Source: an optimization exercise on an open RTL-to-GDS flow (aim: small area, a short achievable clock period and few clock cycles per item). Production flows keep margins and buffers that such runs may drop. The RTL was checked by simulation tests, not by an equivalence proof against the original design. Power is estimated from default activity; no workload was simulated.

== red ==
==> flow/design.v <==
module lbv1_xu (
    input  wire         clk,
    input  wire         rst,
    input  wire         start,
    input  wire [3:0]   op,
    input  wire [3:0]   a_len,
    input  wire [63:0]  a_val,
    input  wire [3:0]   b_len,
    input  wire [63:0]  b_val,
    output wire         busy,
    output wire         done,
    output wire [3:0]   r_len,
    output wire [63:0]  r_val,
    output wire         ovf,
    output wire         dbz
);
    localparam [3:0] OP_ADD = 4'd0,  OP_SUB = 4'd1,  OP_NEG = 4'd2,  OP_MUL = 4'd3,
                     OP_DIV = 4'd4,  OP_REM = 4'd5,  OP_INC = 4'd6,  OP_DEC = 4'd7,
                     OP_AND = 4'd8,  OP_OR  = 4'd9,  OP_XOR = 4'd10, OP_NOT = 4'd11,
                     OP_SHL = 4'd12, OP_SHR = 4'd13;
    reg         st_exec, st_mul, st_dala, st_div, st_fix;
    reg         done_q;
    reg         c_xr, c_xa;  
    reg         c_xneg;      
    reg         c_yb;        
    reg         c_yinv;      
    reg         c_y2;        
    reg         c_z1, c_z2;  
    reg         c_zinv;
    reg         c_cin;       
    reg         c_cin2;      
    reg         c_carry;     
    reg         c_arith;     
    reg         f_div;       
    reg         f_aovf;      
    reg         f_shift, f_shr;
    reg [3:0]   rl_q;        
    reg [65:0]  r_q;
    reg [63:0]  a_q;
    reg [65:0]  b_q;
    reg [6:0]   lza_q, lzb_q;
    reg [5:0]   cnt_q;
    reg         dlast_q;     
    reg         mlast_q;     
    reg [3:0]   out_rl;
    reg [7:0]   out_m8;      
    reg         out_aovf;    
    reg         out_mgt;     
    reg         out_meq;     
    reg         out_dbz;
    integer i;
    reg [63:0] mask_r;
    always @(*) begin
        for (i = 0; i < 8; i = i + 1)
            mask_r[8*i +: 8] = {8{out_m8[i]}};
    end
    wire r_hi  = (|r_q[65:64]) || (|(r_q[63:0] & ~mask_r));
    wire r_bit = r_q[{out_rl, 3'b000}];      
    wire d_dbz = lzb_q[6];
    wire d_q0  = lza_q > lzb_q;
    wire d_go  = !d_dbz && !d_q0;
    assign busy  = (st_mul & !mlast_q) | (st_dala & d_go) | (st_div & !(dlast_q & f_div));
    assign done  = done_q;
    assign r_len = out_rl;
    assign r_val = r_q[63:0] & mask_r;
    assign ovf   = (out_aovf & r_hi) | out_mgt | (out_meq & r_bit);
    assign dbz   = out_dbz;
    wire working = st_exec | st_mul | st_dala | st_div | st_fix;
    wire fin     = working & !busy;              
    wire accept  = start & !busy;
    function [6:0] clz64(input [63:0] x);
        reg [31:0] z2, c2;
        reg [15:0] z4; reg [31:0] c4;
        reg [7:0]  z8; reg [23:0] c8;
        reg [3:0]  z16; reg [15:0] c16;
        reg [1:0]  z32; reg [9:0] c32;
        integer k;
        begin
            for (k = 0; k < 32; k = k + 1) begin
                z2[k] = ~x[2*k+1] & ~x[2*k];
                c2[k] = ~x[2*k+1];
            end
            for (k = 0; k < 16; k = k + 1) begin
                z4[k] = z2[2*k+1] & z2[2*k];
                c4[2*k +: 2] = z2[2*k+1] ? {1'b1, c2[2*k]} : {1'b0, c2[2*k+1]};
            end
            for (k = 0; k < 8; k = k + 1) begin
                z8[k] = z4[2*k+1] & z4[2*k];
                c8[3*k +: 3] = z4[2*k+1] ? {1'b1, c4[4*k +: 2]} : {1'b0, c4[4*k+2 +: 2]};
            end
            for (k = 0; k < 4; k = k + 1) begin
                z16[k] = z8[2*k+1] & z8[2*k];
                c16[4*k +: 4] = z8[2*k+1] ? {1'b1, c8[6*k +: 3]} : {1'b0, c8[6*k+3 +: 3]};
            end
            for (k = 0; k < 2; k = k + 1) begin
                z32[k] = z16[2*k+1] & z16[2*k];
                c32[5*k +: 5] = z16[2*k+1] ? {1'b1, c16[8*k +: 4]} : {1'b0, c16[8*k+4 +: 4]};
            end
            clz64 = (z32[1] & z32[0]) ? 7'd64 :
                    (z32[1] ? {2'b01, c32[0 +: 5]} : {2'b00, c32[5 +: 5]});
        end
    endfunction
    wire [3:0]  in_w     = (a_len > b_len) ? a_len : b_len;
    wire        in_shift = (op == OP_SHL) || (op == OP_SHR);
    wire        in_lop   = (op == OP_NEG) || (op == OP_INC) || (op == OP_DEC) ||
                           (op == OP_NOT) || in_shift;
    wire        in_mul   = (op == OP_MUL);
    wire        in_div   = (op == OP_DIV) || (op == OP_REM);
    wire        in_swap  = (in_mul && (b_len < a_len)) || in_shift;
    wire [63:0] in_a     = in_swap ? b_val : a_val;
    wire [63:0] in_b     = in_swap ? a_val : b_val;
    wire [6:0]  in_lza   = clz64(a_val);
    wire [6:0]  in_lzb   = clz64(b_val);
    wire [65:0] cx = ((r_q & {66{c_xr}}) | {2'b00, a_q & {64{c_xa}}}) ^ {2'b00, {64{c_xneg}}};
    wire [65:0] cy = ((b_q & {66{c_yb}}) | ({b_q[64:0], 1'b0} & {66{c_y2}})) ^ {66{c_yinv}};
    wire [65:0] cz = (({b_q[63:0], 2'b00} & {66{c_z1}}) | ({b_q[62:0], 3'b000} & {66{c_z2}})) ^
                     {66{c_zinv}};
    wire [65:0] cs_s = cx ^ cy ^ cz;
    wire [65:0] cs_c = (cx & cy) | (cx & cz) | (cy & cz);
    wire [65:0] ad_x = cs_s & {66{!c_carry}};
    wire [65:0] ad_y = c_arith ? {cs_c[64:0], c_cin} : (cs_c & {66{c_carry}});
    wire [65:0] sum  = ad_x + ad_y + {65'd0, c_cin2};
    wire [5:0]  d_s    = lzb_q[5:0] - lza_q[5:0];
    wire [5:0]  rt_amt = st_dala ? d_s : (f_shr ? (6'd0 - a_q[5:0]) : a_q[5:0]);
    reg  [63:0] rt_out;
    always @(*) begin
        rt_out = b_q[63:0];
        for (i = 0; i < 6; i = i + 1)
            if (rt_amt[i]) rt_out = (rt_out << (1 << i)) | (rt_out >> (64 - (1 << i)));
    end
    reg  [63:0] keep_shl;    
    reg  [63:0] keep_shr;    
    always @(*) begin
        for (i = 0; i < 64; i = i + 1) begin
            keep_shl[i] = (i >= a_q[5:0]);
            keep_shr[i] = ((63 - i) >= a_q[5:0]);
        end
    end
    wire        sh_big = f_shr ? (|a_q[63:6])
                               : ((|a_q[63:7]) || (a_q[6:0] >= {rl_q, 3'b000}));
    wire [63:0] sh_res = rt_out & (f_shr ? keep_shr : keep_shl) & {64{!sh_big}};
    function [2:0] booth(input m1, input m0, input mb);    
        booth = {m0 ^ mb, (m1 & !m0 & !mb) | (!m1 & m0 & mb), m1 & !(m0 & mb)};
    endfunction
    wire [2:0]  bd0_in   = booth(in_a[1], in_a[0], 1'b0);      
    wire [2:0]  bd1_in   = booth(in_a[3], in_a[2], in_a[1]);
    wire [2:0]  bd0_next = booth(a_q[5], a_q[4], a_q[3]);      
    wire [2:0]  bd1_next = booth(a_q[7], a_q[6], a_q[5]);
    wire [63:0] a_rest   = a_q >> 4;
    wire [7:0]  m_bits   = 8'd128 - {1'b0, lza_q} - {1'b0, lzb_q};
    wire [7:0]  m_lim    = {1'b0, rl_q, 3'b000} + 8'd1;
    wire        d_neg  = sum[64];                
    wire [63:0] d_quo  = {a_q[62:0], !d_neg};
    always @(posedge clk) begin
        if (st_exec && f_shift)
            r_q <= {2'b00, sh_res};
        else if (st_dala && f_div && !d_go)
            r_q <= 66'd0;                
        else if (st_div && dlast_q && f_div)
            r_q <= {2'b00, d_quo};
        else
            r_q <= sum;
    end
    always @(posedge clk) begin
        if (accept)
            a_q <= in_a;
        else if (st_dala)
            a_q <= 64'd0;                
        else if (st_div)
            a_q <= d_quo;
        else
            a_q <= a_rest;               
    end
    always @(posedge clk) begin
        if (accept)
            b_q <= {2'b00, in_b};
        else if (st_dala)
            b_q <= {2'b00, rt_out};      
        else if (st_div)
            b_q <= dlast_q ? b_q : (b_q >> 1);
        else
            b_q <= b_q << 4;             
    end
    wire        div_cont = st_div && !dlast_q;
    reg         yinv_other, cin_other;
    always @(*) begin
        yinv_other = c_yinv;
        cin_other  = c_cin;
        if (accept) begin
            yinv_other = in_mul ? bd0_in[0] : ((op == OP_SUB) || (op == OP_DEC));
            cin_other  = in_mul ? bd0_in[0] : ((op == OP_SUB) || (op == OP_NEG) || (op == OP_INC));
        end else if (st_mul) begin
            yinv_other = bd0_next[0];
            cin_other  = bd0_next[0];
        end else if (st_dala) begin
            yinv_other = 1'b1;
            cin_other  = 1'b1;
        end else if (st_div) begin
            yinv_other = 1'b0;
            cin_other  = 1'b0;
        end
    end
    always @(posedge clk) begin
        c_yinv <= div_cont ? !d_neg : yinv_other;
        c_cin  <= div_cont ? !d_neg : cin_other;
    end
    always @(posedge clk) begin
        if (rst) begin
            done_q <= 1'b0;
        end else begin
            done_q <= fin;
            if (fin) begin
                out_rl   <= rl_q;
                for (i = 0; i < 8; i = i + 1)
                    out_m8[i] <= (rl_q > i);
                out_aovf <= f_aovf;
                out_mgt  <= st_mul && (m_bits > m_lim);
                out_meq  <= st_mul && (m_bits == m_lim);
                out_dbz  <= st_dala & d_dbz;
            end
        end
    end
    always @(posedge clk) begin
        if (rst) begin
            st_exec <= 1'b0;
            st_mul  <= 1'b0;
            st_dala <= 1'b0;
            st_div  <= 1'b0;
            st_fix  <= 1'b0;
        end else if (accept) begin
            rl_q    <= in_lop ? a_len : in_w;
            lza_q   <= in_lza;
            lzb_q   <= in_lzb;
            mlast_q <= (in_a[63:3] == 61'd0);
            f_div   <= (op == OP_DIV);
            f_aovf  <= (op == OP_ADD) || (op == OP_INC);
            f_shift <= in_shift;
            f_shr   <= (op == OP_SHR);
            c_xr    <= 1'b0;
            c_xa    <= !in_mul;
            c_xneg  <= (op == OP_NEG) || (op == OP_NOT);
            c_yb    <= in_mul ? bd0_in[2] :
                       ((op == OP_ADD) || (op == OP_SUB) || (op == OP_AND) ||
                        (op == OP_OR) || (op == OP_XOR));
            c_y2    <= in_mul && bd0_in[1];
            c_z1    <= in_mul && bd1_in[2];
            c_z2    <= in_mul && bd1_in[1];
            c_zinv  <= in_mul ? bd1_in[0] : (op == OP_OR);
            c_cin2  <= in_mul && bd1_in[0];
            c_carry <= (op == OP_AND) || (op == OP_OR);
            c_arith <= !((op == OP_AND) || (op == OP_OR) || (op == OP_XOR));
            st_exec <= !(in_mul || in_div);
            st_mul  <= in_mul;
            st_dala <= in_div;
            st_div  <= 1'b0;
            st_fix  <= 1'b0;
        end else begin
            if (fin) begin
                st_exec <= 1'b0;
                st_mul  <= 1'b0;
                st_dala <= 1'b0;
                st_div  <= 1'b0;
                st_fix  <= 1'b0;
            end
            if (st_mul) begin
                c_xr    <= 1'b1;
                c_yb    <= bd0_next[2];
                c_y2    <= bd0_next[1];
                c_z1    <= bd1_next[2];
                c_z2    <= bd1_next[1];
                c_zinv  <= bd1_next[0];
                c_cin2  <= bd1_next[0];
                mlast_q <= (a_q[63:7] == 57'd0);
            end
            if (st_dala && d_go) begin
                cnt_q   <= d_s;
                dlast_q <= (d_s == 6'd0);
                c_xr    <= 1'b1;
                c_xa    <= 1'b0;
                c_yb    <= 1'b1;
                st_dala <= 1'b0;
                st_div  <= 1'b1;
            end
            if (st_div) begin
                cnt_q   <= cnt_q - 6'd1;
                dlast_q <= (cnt_q == 6'd1);
                if (dlast_q && !f_div) begin
                    c_yb   <= d_neg;
                    st_div <= 1'b0;
                    st_fix <= 1'b1;
                end
            end
        end
    end
endmodule
clock: 10.0 ns
lec_check: 0
cap_margin: 20
core_margin: 2
core_utilization: 50
setup_slack_margin: 5
slew_margin: 20
run.sh (not shown) runs the stock make flow with config.mk's settings and CLKGATE_MAP_FILE= SYNTH_SCRIPT=/design/flow/synth_recipe.tcl, a recipe that flattens the netlist after the stock synthesis.
Testbench counts of red, summed over its fixed seeds: cycles 8,221, items 2,400.
Here is what was changed in the inputs of blue compared with red.
diff --git a/flow/design.v b/flow/design.v
--- a/flow/design.v
+++ b/flow/design.v
@@ -40,22 +40,21 @@
     reg [65:0]  b_q;
     reg [6:0]   lza_q, lzb_q;
     reg [5:0]   cnt_q;
     reg         dlast_q;     
     reg         mlast_q;     
     reg [3:0]   out_rl;
-    reg [7:0]   out_m8;      
     reg         out_aovf;    
     reg         out_mgt;     
     reg         out_meq;     
     reg         out_dbz;
     integer i;
     reg [63:0] mask_r;
     always @(*) begin
         for (i = 0; i < 8; i = i + 1)
-            mask_r[8*i +: 8] = {8{out_m8[i]}};
+            mask_r[8*i +: 8] = {8{(out_rl > i)}};
     end
     wire r_hi  = (|r_q[65:64]) || (|(r_q[63:0] & ~mask_r));
     wire r_bit = r_q[{out_rl, 3'b000}];      
     wire d_dbz = lzb_q[6];
     wire d_q0  = lza_q > lzb_q;
     wire d_go  = !d_dbz && !d_q0;
@@ -118,30 +117,28 @@
     wire [65:0] cs_s = cx ^ cy ^ cz;
     wire [65:0] cs_c = (cx & cy) | (cx & cz) | (cy & cz);
     wire [65:0] ad_x = cs_s & {66{!c_carry}};
     wire [65:0] ad_y = c_arith ? {cs_c[64:0], c_cin} : (cs_c & {66{c_carry}});
     wire [65:0] sum  = ad_x + ad_y + {65'd0, c_cin2};
     wire [5:0]  d_s    = lzb_q[5:0] - lza_q[5:0];
-    wire [5:0]  rt_amt = st_dala ? d_s : (f_shr ? (6'd0 - a_q[5:0]) : a_q[5:0]);
+    wire [6:0]  sh_r   = f_shr ? (7'd64 - {1'b0, a_q[5:0]}) : {1'b0, a_q[5:0]};
+    wire [5:0]  rt_amt = st_dala ? d_s : (st_div ? 6'd0 : sh_r[5:0]);
     reg  [63:0] rt_out;
     always @(*) begin
         rt_out = b_q[63:0];
         for (i = 0; i < 6; i = i + 1)
             if (rt_amt[i]) rt_out = (rt_out << (1 << i)) | (rt_out >> (64 - (1 << i)));
     end
-    reg  [63:0] keep_shl;    
-    reg  [63:0] keep_shr;    
-    always @(*) begin
-        for (i = 0; i < 64; i = i + 1) begin
-            keep_shl[i] = (i >= a_q[5:0]);
-            keep_shr[i] = ((63 - i) >= a_q[5:0]);
-        end
+    reg  [63:0] keep;
+    always @(*) begin
+        for (i = 0; i < 64; i = i + 1)
+            keep[i] = (i >= sh_r) ^ f_shr;
     end
     wire        sh_big = f_shr ? (|a_q[63:6])
                                : ((|a_q[63:7]) || (a_q[6:0] >= {rl_q, 3'b000}));
-    wire [63:0] sh_res = rt_out & (f_shr ? keep_shr : keep_shl) & {64{!sh_big}};
+    wire [63:0] sh_res = rt_out & keep & {64{!sh_big}};
     function [2:0] booth(input m1, input m0, input mb);    
         booth = {m0 ^ mb, (m1 & !m0 & !mb) | (!m1 & m0 & mb), m1 & !(m0 & mb)};
     endfunction
     wire [2:0]  bd0_in   = booth(in_a[1], in_a[0], 1'b0);      
     wire [2:0]  bd1_in   = booth(in_a[3], in_a[2], in_a[1]);
     wire [2:0]  bd0_next = booth(a_q[5], a_q[4], a_q[3]);      
@@ -171,16 +168,16 @@
         else
             a_q <= a_rest;               
     end
     always @(posedge clk) begin
         if (accept)
             b_q <= {2'b00, in_b};
-        else if (st_dala)
+        else if (st_dala || (st_div && dlast_q))
             b_q <= {2'b00, rt_out};      
         else if (st_div)
-            b_q <= dlast_q ? b_q : (b_q >> 1);
+            b_q <= b_q >> 1;
         else
             b_q <= b_q << 4;             
     end
     wire        div_cont = st_div && !dlast_q;
     reg         yinv_other, cin_other;
     always @(*) begin
@@ -208,14 +205,12 @@
         if (rst) begin
             done_q <= 1'b0;
         end else begin
             done_q <= fin;
             if (fin) begin
                 out_rl   <= rl_q;
-                for (i = 0; i < 8; i = i + 1)
-                    out_m8[i] <= (rl_q > i);
                 out_aovf <= f_aovf;
                 out_mgt  <= st_mul && (m_bits > m_lim);
                 out_meq  <= st_mul && (m_bits == m_lim);
                 out_dbz  <= st_dala & d_dbz;
             end
         end
==> comparison <==
- Going from red to blue, total design power grew by a little under 10%.
- Wire length per cell after detailed routing: blue lower than red
- blue vs red — relative slew slack dropped 7.6 points.
- Changes observed in blue relative to red: cell area went down by about 6.4%, synthesis-to-layout area growth went up by 1.1 points, relative area of clock buffers and inverters in the final design went down by 0.51 points.
Testbench counts of blue, summed over its fixed seeds: cycles 8,221, items 2,400.

-- re-timing with driven ports --
The flow's constraints put no driver on any port. The routed layouts listed below were extracted and timed again, unchanged, in two steps.
Step 1, drivers: a clkbuf_16 drives clk and a buf_2 each remaining input, both assumed.
Step 2 also shifts input and output timing later by t, the mid clock arrival at the registers, as if the neighbouring blocks saw the same clock.
Three values: ideal ports, drivers, drivers and shift; two values: the first two.
| run | t, ns | setup slack, ns | clock arrival spread, ns |
|---|---|---|---|
| red | 0.623 | 4.921 / 4.921 / 4.543 | 0.033 / 0.032 |
| blue | 0.659 | 4.849 / 4.849 / 4.380 | 0.025 / 0.025 |
After both steps setup and hold are still met in every run listed. The setup slack of blue, which loses most, moves by 0.000 ns with the drivers and by -0.469 ns with both steps.
